This design comes from an exercise in tuning for small area, a short achievable clock period and few clock cycles per item on the open sky130 flow, not from production work. Function was checked by simulation only, so behaviour that the tests miss may differ from the original.

==> run F <==
Design ladder_core, start of the top module:
module ladder_core (
    input  wire        clk,
    input  wire        rst,        
    input  wire        in_valid,
    output wire        in_ready,
    input  wire [31:0] x,          
    input  wire [31:0] ec,         
    input  wire [31:0] rr,         
    output reg         out_valid,
    output wire [31:0] y           
);
==> module fp_add, before the edit <==
module fp_add (
    input  wire [31:0] a,
    input  wire [31:0] b,
    input  wire        sub,
    output reg  [31:0] y
);
    wire [31:0] bb = {b[31] ^ sub, b[30:0]};
    wire a_emax = &a[30:23];
    wire b_emax = &bb[30:23];
    wire a_fz   = (a[22:0] == 23'd0);
    wire b_fz   = (bb[22:0] == 23'd0);
    wire a_nan  = a_emax & ~a_fz;
    wire b_nan  = b_emax & ~b_fz;
    wire a_inf  = a_emax & a_fz;
    wire b_inf  = b_emax & b_fz;
    wire        a_ez = (a[30:23] == 8'd0);
    wire        b_ez = (bb[30:23] == 8'd0);
    wire [7:0]  ea = a[30:23]  | {7'd0, a_ez};
    wire [7:0]  eb = bb[30:23] | {7'd0, b_ez};
    wire [23:0] ma = {~a_ez, a[22:0]};
    wire [23:0] mb = {~b_ez, bb[22:0]};
    wire [8:0]  dab  = {1'b0, ea} - {1'b0, eb};
    wire [8:0]  dba  = {1'b0, eb} - {1'b0, ea};
    wire        bbig = dab[8];                  
    wire [7:0]  d    = bbig ? dba[7:0] : dab[7:0];
    wire [7:0]  ep   = bbig ? eb : ea;
    wire [23:0] mp   = bbig ? mb : ma;
    wire [23:0] mq   = bbig ? ma : mb;
    wire        sp   = bbig ? bb[31] : a[31];
    wire        sq   = bbig ? a[31] : bb[31];
    wire        eff_sub = a[31] ^ bb[31];
    function [4:0] tzc24(input [23:0] v);
        integer i;
        begin
            tzc24 = 5'd24;
            for (i = 23; i >= 0; i = i - 1)
                if (v[i]) tzc24 = i[4:0];
        end
    endfunction
    wire        dbig = (d > 8'd27);
    wire [4:0]  ds   = dbig ? 5'd27 : d[4:0];
    wire [26:0] mqs  = {mq, 3'b000} >> ds;
    wire [4:0]  tzq  = bbig ? tzc24(ma) : tzc24(mb);
    wire        stk  = ({1'b0, tzq} + 6'd3 < {1'b0, ds});
    wire [26:0] mq_al = {mqs[26:1], mqs[0] | stk};
    wire [27:0] mp27 = {1'b0, mp, 3'b000};
    wire [27:0] sadd = mp27 + {1'b0, mq_al};
    wire [27:0] sd1  = mp27 - {1'b0, mq_al};
    wire [27:0] sd2  = {1'b0, mq_al} - mp27;    
    wire        neg  = sd1[27];                 
    wire [27:0] sum  = ~eff_sub ? sadd : (neg ? sd2 : sd1);
    wire        sr   = (eff_sub & neg) ? sq : sp;
    wire [7:0]  em1 = ep - 8'd1;
    wire [26:0] lim = (em1 < 8'd27) ? (27'h4000000 >> em1[4:0]) : 27'd0;
    wire [26:0] sv  = sum[26:0] | lim;
    function [4:0] lzc27(input [26:0] v);
        integer i;
        begin
            lzc27 = 5'd27;
            for (i = 0; i < 27; i = i + 1)
                if (v[i]) lzc27 = 5'd26 - i[4:0];
        end
    endfunction
    wire [4:0]  shl = lzc27(sv);
    wire [26:0] nl  = sum[26:0] << shl;
    wire [8:0]  el  = {1'b0, ep} - {4'd0, shl};
    reg  [26:0] n;
    reg  [8:0]  e;
    reg  [7:0]  efield;
    reg  [30:0] mag;
    reg         rnd;
    always @* begin
        if (sum[27]) begin
            n = {sum[27:2], sum[1] | sum[0]};
            e = {1'b0, ep} + 9'd1;
        end else begin
            n = nl;
            e = el;
        end
        efield = n[26] ? e[7:0] : 8'd0;
        rnd    = n[2] & (n[1] | n[0] | n[3]);
        mag    = {efield, n[25:3]} + {30'd0, rnd};
        if (a_nan || b_nan || (a_inf && b_inf && (a[31] != bb[31])))
            y = 32'h7FC00000;
        else if (a_inf)
            y = a;
        else if (b_inf)
            y = bb;
        else if (sum == 28'd0)
            y = {(a[31] & bb[31]), 31'd0};
        else if (e >= 9'd255)
            y = {sr, 8'hFF, 23'd0};
        else
            y = {sr, mag};
    end
endmodule
==> module ladder_core, before the edit <==
module ladder_core (
    input  wire        clk,
    input  wire        rst,        
    input  wire        in_valid,
    output wire        in_ready,
    input  wire [31:0] x,          
    input  wire [31:0] ec,         
    input  wire [31:0] rr,         
    output reg         out_valid,
    output wire [31:0] y           
);
    localparam [31:0] C_1_16 = 32'h3F947AE1;
    localparam [31:0] C_0_15 = 32'h3E19999A;
    localparam [31:0] C_1_0  = 32'h3F800000;
    reg [31:0] s1, s2, s3, s4;
    reg [31:0] f, g;
    reg [31:0] m, a, sa, sb, q;
    reg [3:0]  cyc;
    reg        cur;      
    reg        nxt;      
    assign in_ready = cur & (cyc == 4'd0);
    assign y        = s4;
    function [31:0] times2(input [31:0] v);
        if (v[30:23] == 8'd0)        times2 = {v[31], v[29:0], 1'b0};
        else if (v[30:23] >= 8'd254) times2 = {v[31], 8'hFF, (v[30:23] == 8'hFF) ? v[22:0] : 23'd0};
        else                         times2 = {v[31], v[30:23] + 8'd1, v[22:0]};
    endfunction
    wire [31:0] res_in = times2(times2(rr));
    reg  [3:0]  ncyc;
    always @* begin
        if (rst)               ncyc = 4'd6;
        else if (cyc == 4'd12) ncyc = nxt ? 4'd0 : 4'd6;
        else                   ncyc = cyc + 4'd1;
    end
    reg xm, xs2, xa, xs3, xs1, xs4, xsb;
    reg aneg;
    always @(posedge clk) begin
        xm    <= (ncyc == 4'd0) | (ncyc == 4'd10);
        xs2   <= (ncyc == 4'd1) | (ncyc == 4'd6);
        xa    <= (ncyc == 4'd2) | (ncyc == 4'd7) | (ncyc == 4'd12);
        xs3   <= (ncyc == 4'd3) | (ncyc == 4'd8);
        xs1   <= (ncyc == 4'd4) | (ncyc == 4'd11);
        xs4   <= (ncyc == 4'd5);
        xsb   <= (ncyc == 4'd9);
        aneg  <= (ncyc == 4'd1) | (ncyc == 4'd8) | (ncyc == 4'd11);
    end
    reg  [31:0] yn;
    always @* begin
        case (ncyc)
            4'd0:    yn = s4;
            4'd1, 4'd3, 4'd5, 4'd11:
                     yn = g;
            4'd7:    yn = C_1_16;
            4'd9:    yn = C_0_15;
            4'd10:   yn = sb;
            4'd12:   yn = res_in;
            default: yn = f;
        endcase
    end
    wire [12:0] yn_one, yn_two, yn_neg;
    wire        yn_s, yn_ez, yn_fz;
    wire [7:0]  yn_e;
    wire [4:0]  yn_lz, yn_tz;
    fp_mul_prep u_prep (.b(yn), .b_one(yn_one), .b_two(yn_two), .b_neg(yn_neg), .b_s(yn_s),
                        .b_e(yn_e), .b_ez(yn_ez), .b_fz(yn_fz), .b_lz(yn_lz), .b_tz(yn_tz));
    reg  [12:0] y_one, y_two, y_neg;
    reg         y_s, y_ez, y_fz;
    reg  [7:0]  y_e;
    reg  [4:0]  y_lz, y_tz;
    always @(posedge clk) begin
        y_one <= yn_one;
        y_two <= yn_two;
        y_neg <= yn_neg;
        y_s   <= yn_s;
        y_e   <= yn_e;
        y_ez  <= yn_ez;
        y_fz  <= yn_fz;
        y_lz  <= yn_lz;
        y_tz  <= yn_tz;
    end
    wire [31:0] mx = ({32{xm}}  & m)  | ({32{xs2}} & s2) | ({32{xa}}  & a)
                   | ({32{xs3}} & s3) | ({32{xs1}} & s1) | ({32{xs4}} & s4)
                   | ({32{xsb}} & sb);
    wire [31:0] mul_y, add_y;
    fp_mul u_mul (.a(mx), .b_one(y_one), .b_two(y_two), .b_neg(y_neg), .b_s(y_s), .b_e(y_e),
                  .b_ez(y_ez), .b_fz(y_fz), .b_lz(y_lz), .b_tz(y_tz), .y(mul_y));
    fp_add u_add (.a({m[31] ^ aneg, m[30:0]}), .b(q), .sub(1'b0), .y(add_y));
    always @(posedge clk) begin
        m <= mul_y;
        case (cyc)
            4'd0:  q  <= x;
            4'd1:  a  <= add_y;
            4'd2:  begin sa <= m; q <= sb; end
            4'd4:  begin sb <= m; q <= sa; end
            4'd6:  begin sa <= m; a <= ec; q <= sb; end
            4'd7:  q  <= C_1_0;
            4'd8:  begin sb <= m; g <= add_y; q <= sa; end
            4'd9:  f  <= sb;
            4'd10: q  <= C_1_0;
            4'd11: a  <= add_y;
            4'd12: sb <= m;
            default: ;
        endcase
    end
    always @(posedge clk) begin
        if (rst) begin
            s1        <= 32'd0;
            s2        <= 32'd0;
            s3        <= 32'd0;
            s4        <= 32'd0;
            cur       <= 1'b0;
            nxt       <= 1'b0;
            out_valid <= 1'b0;
        end else begin
            out_valid <= 1'b0;
            if (cur) begin
                case (cyc)
                    4'd3: s1 <= add_y;
                    4'd5: s2 <= add_y;
                    4'd7: s3 <= add_y;
                    4'd9: begin s4 <= add_y; out_valid <= 1'b1; end
                    default: ;
                endcase
            end
            if (cyc == 4'd6) nxt <= in_valid;
            if (cyc == 4'd9) cur <= 1'b0;
            if (cyc == 4'd12) cur <= nxt;
        end
        cyc <= ncyc;
    end
endmodule
Settings: LEC_CHECK=0, ABC_AREA=1, CAP_MARGIN=20, CORE_MARGIN=2, CORE_UTILIZATION=40, SLEW_MARGIN=20; clock period 22.0 ns.
run.sh (not shown) runs the stock make flow with config.mk's settings and CLKGATE_MAP_FILE= SYNTH_SCRIPT=/design/flow/synth_recipe.tcl, a recipe that flattens the netlist after the stock synthesis.
==> run X: changes against run F <==
--- a/flow/design.v
+++ b/flow/design.v
@@ -812,4 +812,6 @@
     wire        sp   = bbig ? bb[31] : a[31];
-    wire        sq   = bbig ? a[31] : bb[31];
     wire        eff_sub = a[31] ^ bb[31];
+    wire        d0   = (ea == eb);
+    wire        d1   = (dab[7:0] == 8'd1) | (dba[7:0] == 8'd1);
+    wire        near = eff_sub & (d0 | d1);
     function [4:0] tzc24(input [23:0] v);
@@ -829,38 +831,47 @@
     wire [27:0] mp27 = {1'b0, mp, 3'b000};
-    wire [27:0] sadd = mp27 + {1'b0, mq_al};
-    wire [27:0] sd1  = mp27 - {1'b0, mq_al};
-    wire [27:0] sd2  = {1'b0, mq_al} - mp27;    
-    wire        neg  = sd1[27];                 
-    wire [27:0] sum  = ~eff_sub ? sadd : (neg ? sd2 : sd1);
-    wire        sr   = (eff_sub & neg) ? sq : sp;
+    wire [27:0] fsum = eff_sub ? (mp27 - {1'b0, mq_al}) : (mp27 + {1'b0, mq_al});
+    reg  [26:0] fn;
+    reg  [8:0]  fe;
+    always @* begin
+        if (fsum[27]) begin
+            fn = {fsum[27:2], fsum[1] | fsum[0]};
+            fe = {1'b0, ep} + 9'd1;
+        end else if (fsum[26] || ep == 8'd1) begin
+            fn = fsum[26:0];
+            fe = {1'b0, ep};
+        end else begin
+            fn = {fsum[25:0], 1'b0};
+            fe = {1'b0, ep} - 9'd1;
+        end
+    end
+    wire [24:0] dab0 = {ma, 1'b0} - {mb, 1'b0};
+    wire [24:0] dba0 = {mb, 1'b0} - {ma, 1'b0};
+    wire        aneg0 = (mb > ma);
+    wire [24:0] dn1  = {mp, 1'b0} - {1'b0, mq};
+    wire [24:0] r25  = d0 ? (aneg0 ? dba0 : dab0) : dn1;
+    wire        nsgn = d0 ? (aneg0 ? bb[31] : a[31]) : sp;
     wire [7:0]  em1 = ep - 8'd1;
-    wire [26:0] lim = (em1 < 8'd27) ? (27'h4000000 >> em1[4:0]) : 27'd0;
-    wire [26:0] sv  = sum[26:0] | lim;
-    function [4:0] lzc27(input [26:0] v);
+    wire [24:0] lim = (em1 < 8'd25) ? (25'h1000000 >> em1[4:0]) : 25'd0;
+    wire [24:0] rv  = r25 | lim;
+    function [4:0] lzc25(input [24:0] v);
         integer i;
         begin
-            lzc27 = 5'd27;
-            for (i = 0; i < 27; i = i + 1)
-                if (v[i]) lzc27 = 5'd26 - i[4:0];
+            lzc25 = 5'd25;
+            for (i = 0; i < 25; i = i + 1)
+                if (v[i]) lzc25 = 5'd24 - i[4:0];
         end
     endfunction
-    wire [4:0]  shl = lzc27(sv);
-    wire [26:0] nl  = sum[26:0] << shl;
-    wire [8:0]  el  = {1'b0, ep} - {4'd0, shl};
-    reg  [26:0] n;
-    reg  [8:0]  e;
-    reg  [7:0]  efield;
-    reg  [30:0] mag;
-    reg         rnd;
+    wire [4:0]  shl = lzc25(rv);
+    wire [24:0] rn  = r25 << shl;
+    wire [26:0] nn  = {rn, 2'b00};
+    wire [8:0]  ne  = {1'b0, ep} - {4'd0, shl};
+    wire [26:0] n  = near ? nn : fn;
+    wire [8:0]  e  = near ? ne : fe;
+    wire        sr = near ? nsgn : sp;
+    wire [7:0]  efield = n[26] ? e[7:0] : 8'd0;
+    wire        rnd = n[2] & (n[1] | n[0] | n[3]);
+    wire [30:0] mag = {efield, n[25:3]} + {30'd0, rnd};
+    wire        zero = near & d0 & (ma == mb);
+    wire        ovf  = ~near & (e >= 9'd255);
     always @* begin
-        if (sum[27]) begin
-            n = {sum[27:2], sum[1] | sum[0]};
-            e = {1'b0, ep} + 9'd1;
-        end else begin
-            n = nl;
-            e = el;
-        end
-        efield = n[26] ? e[7:0] : 8'd0;
-        rnd    = n[2] & (n[1] | n[0] | n[3]);
-        mag    = {efield, n[25:3]} + {30'd0, rnd};
         if (a_nan || b_nan || (a_inf && b_inf && (a[31] != bb[31])))
@@ -871,5 +882,5 @@
             y = bb;
-        else if (sum == 28'd0)
+        else if (zero)
             y = {(a[31] & bb[31]), 31'd0};
-        else if (e >= 9'd255)
+        else if (ovf)
             y = {sr, 8'hFF, 23'd0};
- CORE_UTILIZATION: 40 -> 55
==> run K: changes against run F <==
--- a/flow/design.v
+++ b/flow/design.v
@@ -807,9 +807,9 @@
     wire        bbig = dab[8];                  
-    wire [7:0]  d    = bbig ? dba[7:0] : dab[7:0];
     wire [7:0]  ep   = bbig ? eb : ea;
     wire [23:0] mp   = bbig ? mb : ma;
-    wire [23:0] mq   = bbig ? ma : mb;
     wire        sp   = bbig ? bb[31] : a[31];
-    wire        sq   = bbig ? a[31] : bb[31];
     wire        eff_sub = a[31] ^ bb[31];
+    wire        d0   = (ea == eb);
+    wire        d1   = (dab[7:0] == 8'd1) | (dba[7:0] == 8'd1);
+    wire        near = eff_sub & (d0 | d1);
     function [4:0] tzc24(input [23:0] v);
@@ -822,45 +822,63 @@
     endfunction
-    wire        dbig = (d > 8'd27);
-    wire [4:0]  ds   = dbig ? 5'd27 : d[4:0];
-    wire [26:0] mqs  = {mq, 3'b000} >> ds;
-    wire [4:0]  tzq  = bbig ? tzc24(ma) : tzc24(mb);
-    wire        stk  = ({1'b0, tzq} + 6'd3 < {1'b0, ds});
-    wire [26:0] mq_al = {mqs[26:1], mqs[0] | stk};
+    function [26:0] align(input [23:0] m, input [7:0] d);
+        reg [4:0]  ds;
+        reg [26:0] ms;
+        reg        stk;
+        begin
+            ds    = (d > 8'd27) ? 5'd27 : d[4:0];
+            ms    = {m, 3'b000} >> ds;
+            stk   = ({1'b0, tzc24(m)} + 6'd3 < {1'b0, ds});
+            align = {ms[26:1], ms[0] | stk};
+        end
+    endfunction
+    wire [26:0] mb_al = align(mb, dab[7:0]);    
+    wire [26:0] ma_al = align(ma, dba[7:0]);    
+    wire [26:0] mq_al = bbig ? ma_al : mb_al;
     wire [27:0] mp27 = {1'b0, mp, 3'b000};
-    wire [27:0] sadd = mp27 + {1'b0, mq_al};
-    wire [27:0] sd1  = mp27 - {1'b0, mq_al};
-    wire [27:0] sd2  = {1'b0, mq_al} - mp27;    
-    wire        neg  = sd1[27];                 
-    wire [27:0] sum  = ~eff_sub ? sadd : (neg ? sd2 : sd1);
-    wire        sr   = (eff_sub & neg) ? sq : sp;
+    wire [27:0] fsum = eff_sub ? (mp27 - {1'b0, mq_al}) : (mp27 + {1'b0, mq_al});
+    reg  [26:0] fn;
+    reg  [8:0]  fe;
+    always @* begin
+        if (fsum[27]) begin
+            fn = {fsum[27:2], fsum[1] | fsum[0]};
+            fe = {1'b0, ep} + 9'd1;
+        end else if (fsum[26] || ep == 8'd1) begin
+            fn = fsum[26:0];
+            fe = {1'b0, ep};
+        end else begin
+            fn = {fsum[25:0], 1'b0};
+            fe = {1'b0, ep} - 9'd1;
+        end
+    end
+    wire [25:0] dab0 = {1'b0, ma, 1'b0} - {1'b0, mb, 1'b0};
+    wire [24:0] dba0 = {mb, 1'b0} - {ma, 1'b0};
+    wire        aneg0 = dab0[25];                
+    wire [24:0] dn1a = {ma, 1'b0} - {1'b0, mb};   
+    wire [24:0] dn1b = {mb, 1'b0} - {1'b0, ma};   
+    wire [24:0] r25  = d0 ? (aneg0 ? dba0 : dab0[24:0]) : (bbig ? dn1b : dn1a);
+    wire        nsgn = d0 ? (aneg0 ? bb[31] : a[31]) : sp;
     wire [7:0]  em1 = ep - 8'd1;
-    wire [26:0] lim = (em1 < 8'd27) ? (27'h4000000 >> em1[4:0]) : 27'd0;
-    wire [26:0] sv  = sum[26:0] | lim;
-    function [4:0] lzc27(input [26:0] v);
+    wire [24:0] lim = (em1 < 8'd25) ? (25'h1000000 >> em1[4:0]) : 25'd0;
+    wire [24:0] rv  = r25 | lim;
+    function [4:0] lzc25(input [24:0] v);
         integer i;
         begin
-            lzc27 = 5'd27;
-            for (i = 0; i < 27; i = i + 1)
-                if (v[i]) lzc27 = 5'd26 - i[4:0];
+            lzc25 = 5'd25;
+            for (i = 0; i < 25; i = i + 1)
+                if (v[i]) lzc25 = 5'd24 - i[4:0];
         end
     endfunction
-    wire [4:0]  shl = lzc27(sv);
-    wire [26:0] nl  = sum[26:0] << shl;
-    wire [8:0]  el  = {1'b0, ep} - {4'd0, shl};
-    reg  [26:0] n;
-    reg  [8:0]  e;
-    reg  [7:0]  efield;
-    reg  [30:0] mag;
-    reg         rnd;
+    wire [4:0]  shl = lzc25(rv);
+    wire [24:0] rn  = r25 << shl;
+    wire [26:0] nn  = {rn, 2'b00};
+    wire [8:0]  ne  = {1'b0, ep} - {4'd0, shl};
+    wire [26:0] n  = near ? nn : fn;
+    wire [8:0]  e  = near ? ne : fe;
+    wire        sr = near ? nsgn : sp;
+    wire [7:0]  efield = n[26] ? e[7:0] : 8'd0;
+    wire        rnd = n[2] & (n[1] | n[0] | n[3]);
+    wire [30:0] mag = {efield, n[25:3]} + {30'd0, rnd};
+    wire        zero = near & d0 & (ma == mb);
+    wire        ovf  = ~near & (e >= 9'd255);
     always @* begin
-        if (sum[27]) begin
-            n = {sum[27:2], sum[1] | sum[0]};
-            e = {1'b0, ep} + 9'd1;
-        end else begin
-            n = nl;
-            e = el;
-        end
-        efield = n[26] ? e[7:0] : 8'd0;
-        rnd    = n[2] & (n[1] | n[0] | n[3]);
-        mag    = {efield, n[25:3]} + {30'd0, rnd};
         if (a_nan || b_nan || (a_inf && b_inf && (a[31] != bb[31])))
@@ -871,5 +889,5 @@
             y = bb;
-        else if (sum == 28'd0)
+        else if (zero)
             y = {(a[31] & bb[31]), 31'd0};
-        else if (e >= 9'd255)
+        else if (ovf)
             y = {sr, 8'hFF, 23'd0};
@@ -895,3 +913,3 @@
     reg [31:0] f, g;
-    reg [31:0] m, a, sa, sb, q;
+    reg [31:0] m, xr, sa, sb, q;
     reg [3:0]  cyc;
@@ -913,14 +931,5 @@
     end
-    reg xm, xs2, xa, xs3, xs1, xs4, xsb;
     reg aneg;
-    always @(posedge clk) begin
-        xm    <= (ncyc == 4'd0) | (ncyc == 4'd10);
-        xs2   <= (ncyc == 4'd1) | (ncyc == 4'd6);
-        xa    <= (ncyc == 4'd2) | (ncyc == 4'd7) | (ncyc == 4'd12);
-        xs3   <= (ncyc == 4'd3) | (ncyc == 4'd8);
-        xs1   <= (ncyc == 4'd4) | (ncyc == 4'd11);
-        xs4   <= (ncyc == 4'd5);
-        xsb   <= (ncyc == 4'd9);
-        aneg  <= (ncyc == 4'd1) | (ncyc == 4'd8) | (ncyc == 4'd11);
-    end
+    always @(posedge clk)
+        aneg <= (ncyc == 4'd1) | (ncyc == 4'd8) | (ncyc == 4'd11);
     reg  [31:0] yn;
@@ -959,22 +968,32 @@
     end
-    wire [31:0] mx = ({32{xm}}  & m)  | ({32{xs2}} & s2) | ({32{xa}}  & a)
-                   | ({32{xs3}} & s3) | ({32{xs1}} & s1) | ({32{xs4}} & s4)
-                   | ({32{xsb}} & sb);
     wire [31:0] mul_y, add_y;
-    fp_mul u_mul (.a(mx), .b_one(y_one), .b_two(y_two), .b_neg(y_neg), .b_s(y_s), .b_e(y_e),
+    fp_mul u_mul (.a(xr), .b_one(y_one), .b_two(y_two), .b_neg(y_neg), .b_s(y_s), .b_e(y_e),
                   .b_ez(y_ez), .b_fz(y_fz), .b_lz(y_lz), .b_tz(y_tz), .y(mul_y));
     fp_add u_add (.a({m[31] ^ aneg, m[30:0]}), .b(q), .sub(1'b0), .y(add_y));
+    reg xadd, xmul, xs1, xs2, xs3, xs4, xm, xec;
+    always @(posedge clk) begin
+        xadd <= (ncyc == 4'd1) | (ncyc == 4'd3) | (ncyc == 4'd5) | (ncyc == 4'd7) | (ncyc == 4'd11);
+        xmul <= (ncyc == 4'd9) | (ncyc == 4'd12);
+        xs2  <= (ncyc == 4'd0);
+        xs3  <= (ncyc == 4'd2);
+        xs4  <= (ncyc == 4'd4);
+        xec  <= (ncyc == 4'd6);
+        xm   <= (ncyc == 4'd8);
+        xs1  <= (ncyc == 4'd10);
+    end
+    wire [31:0] xe = ({32{xs1}} & s1) | ({32{xs2}} & s2) | ({32{xs3}} & s3)
+                   | ({32{xs4}} & s4) | ({32{xm}}  & m)  | ({32{xec}} & ec);
+    wire [31:0] xn = xadd ? add_y : (xmul ? mul_y : xe);
     always @(posedge clk) begin
-        m <= mul_y;
+        m  <= mul_y;
+        xr <= xn;
         case (cyc)
-            4'd0:  q  <= x;
-            4'd1:  a  <= add_y;
+            4'd0:  q <= x;
             4'd2:  begin sa <= m; q <= sb; end
             4'd4:  begin sb <= m; q <= sa; end
-            4'd6:  begin sa <= m; a <= ec; q <= sb; end
-            4'd7:  q  <= C_1_0;
+            4'd6:  begin sa <= m; q <= sb; end
+            4'd7:  q <= C_1_0;
             4'd8:  begin sb <= m; g <= add_y; q <= sa; end
-            4'd9:  f  <= sb;
-            4'd10: q  <= C_1_0;
-            4'd11: a  <= add_y;
+            4'd9:  f <= sb;
+            4'd10: q <= C_1_0;
             4'd12: sb <= m;
- CAP_MARGIN: 20 -> 50
- CORE_UTILIZATION: 40 -> 55
- SLEW_MARGIN: 20 -> 70
==> comparison table <==
	run X	run F	run K
Result of the run	no timing/DRC/antenna violations	no timing/DRC/antenna violations	no timing/DRC/antenna violations
Total core area	0.100 mm2	0.126 mm2	0.102 mm2
Layout Cell Area excl Fill	0.0595 mm2	0.0557 mm2	0.0624 mm2
Register clock-pin slew on the reported worst setup and hold paths	0.07 ns	0.06 ns	0.07 ns
Met1 wire length	87600 um	92200 um	93200 um
Site row count	116	130	117
Antenna violations before repair	10	6	7
Synthesized-area fraction occupied by xor and xnor cells	0.0707	0.0729	0.0708
Number of logic stages on the critical path including buffering	49	67	68
Tightest Pin Transition	1.18 ns	1.24 ns	0.518 ns
Multiplexer area fraction after synthesis	0.00180	0.00314	0.00407
Final instance count without filler cells	9584	9103	9979
Total Wirelength	234000 um	224000 um	255000 um
Fmax	79.2 MHz	64.1 MHz	88.5 MHz
Setup slack of the worst register-to-register path	9.37 ns	6.40 ns	10.69 ns
Number of diodes added for antenna fixing	2	3	2
Chip height	322 um	361 um	325 um
Syn Nets	9034	8137	9388
Post-Synthesis Cells	8339	7490	8662
Area occupied by multi-input gates	0.0387 mm2	0.0353 mm2	0.0419 mm2
Non-clock buffer area fraction after layout	0.0376	0.0401	0.0442
Startpoint of the tightest hold check path	f[31]$_DFFE_PP_	sb[21]$_DFFE_PP_	f[31]$_DFFE_PP_
Grt met3 use	0.0873	0.0574	0.127
Number of non-clock buffers	251	251	290
Testbench counts of run F, summed over its fixed seeds: cycles 41,632, items 3,200.
Testbench counts of run X, summed over its fixed seeds: cycles 41,632, items 3,200.
Testbench counts of run K, summed over its fixed seeds: cycles 41,632, items 3,200.

[static timing again, ports no longer ideal]
In the flow no input, the clock included, has a driving cell. The finished layouts below were timed again as built, in two steps.
Step 1 sets driving cells, clkbuf_16 on the clock port and buf_2 on the other inputs (assumed; they add their load-dependent delay and slew).
Step 2 adds t to the input delays and takes it off the output delays; t is the mean of the earliest and latest rising clock arrival at the registers after step 1. Input paths then give back, and output paths get back, about the clock's delay inside the block.
Three values: ideal, step 1, step 2; two values: the first two.
run | t, ns | slack for setup (ns) | hold slack, ns | worst register clock-pin slew, ns | worst data-port slew with drivers (ns)
run F | 0.681 | 6.398 / 6.398 / 6.398 | 0.450 / 0.450 / 0.450 | 0.07 / 0.07 | 0.10
run X | 0.684 | 9.375 / 9.375 / 9.375 | 0.453 / 0.453 / 0.453 | 0.07 / 0.07 | 0.06
run K | 0.625 | 10.695 / 10.695 / 10.695 | 0.476 / 0.476 / 0.476 | 0.07 / 0.07 | 0.07
After both steps every run listed still meets setup and hold.
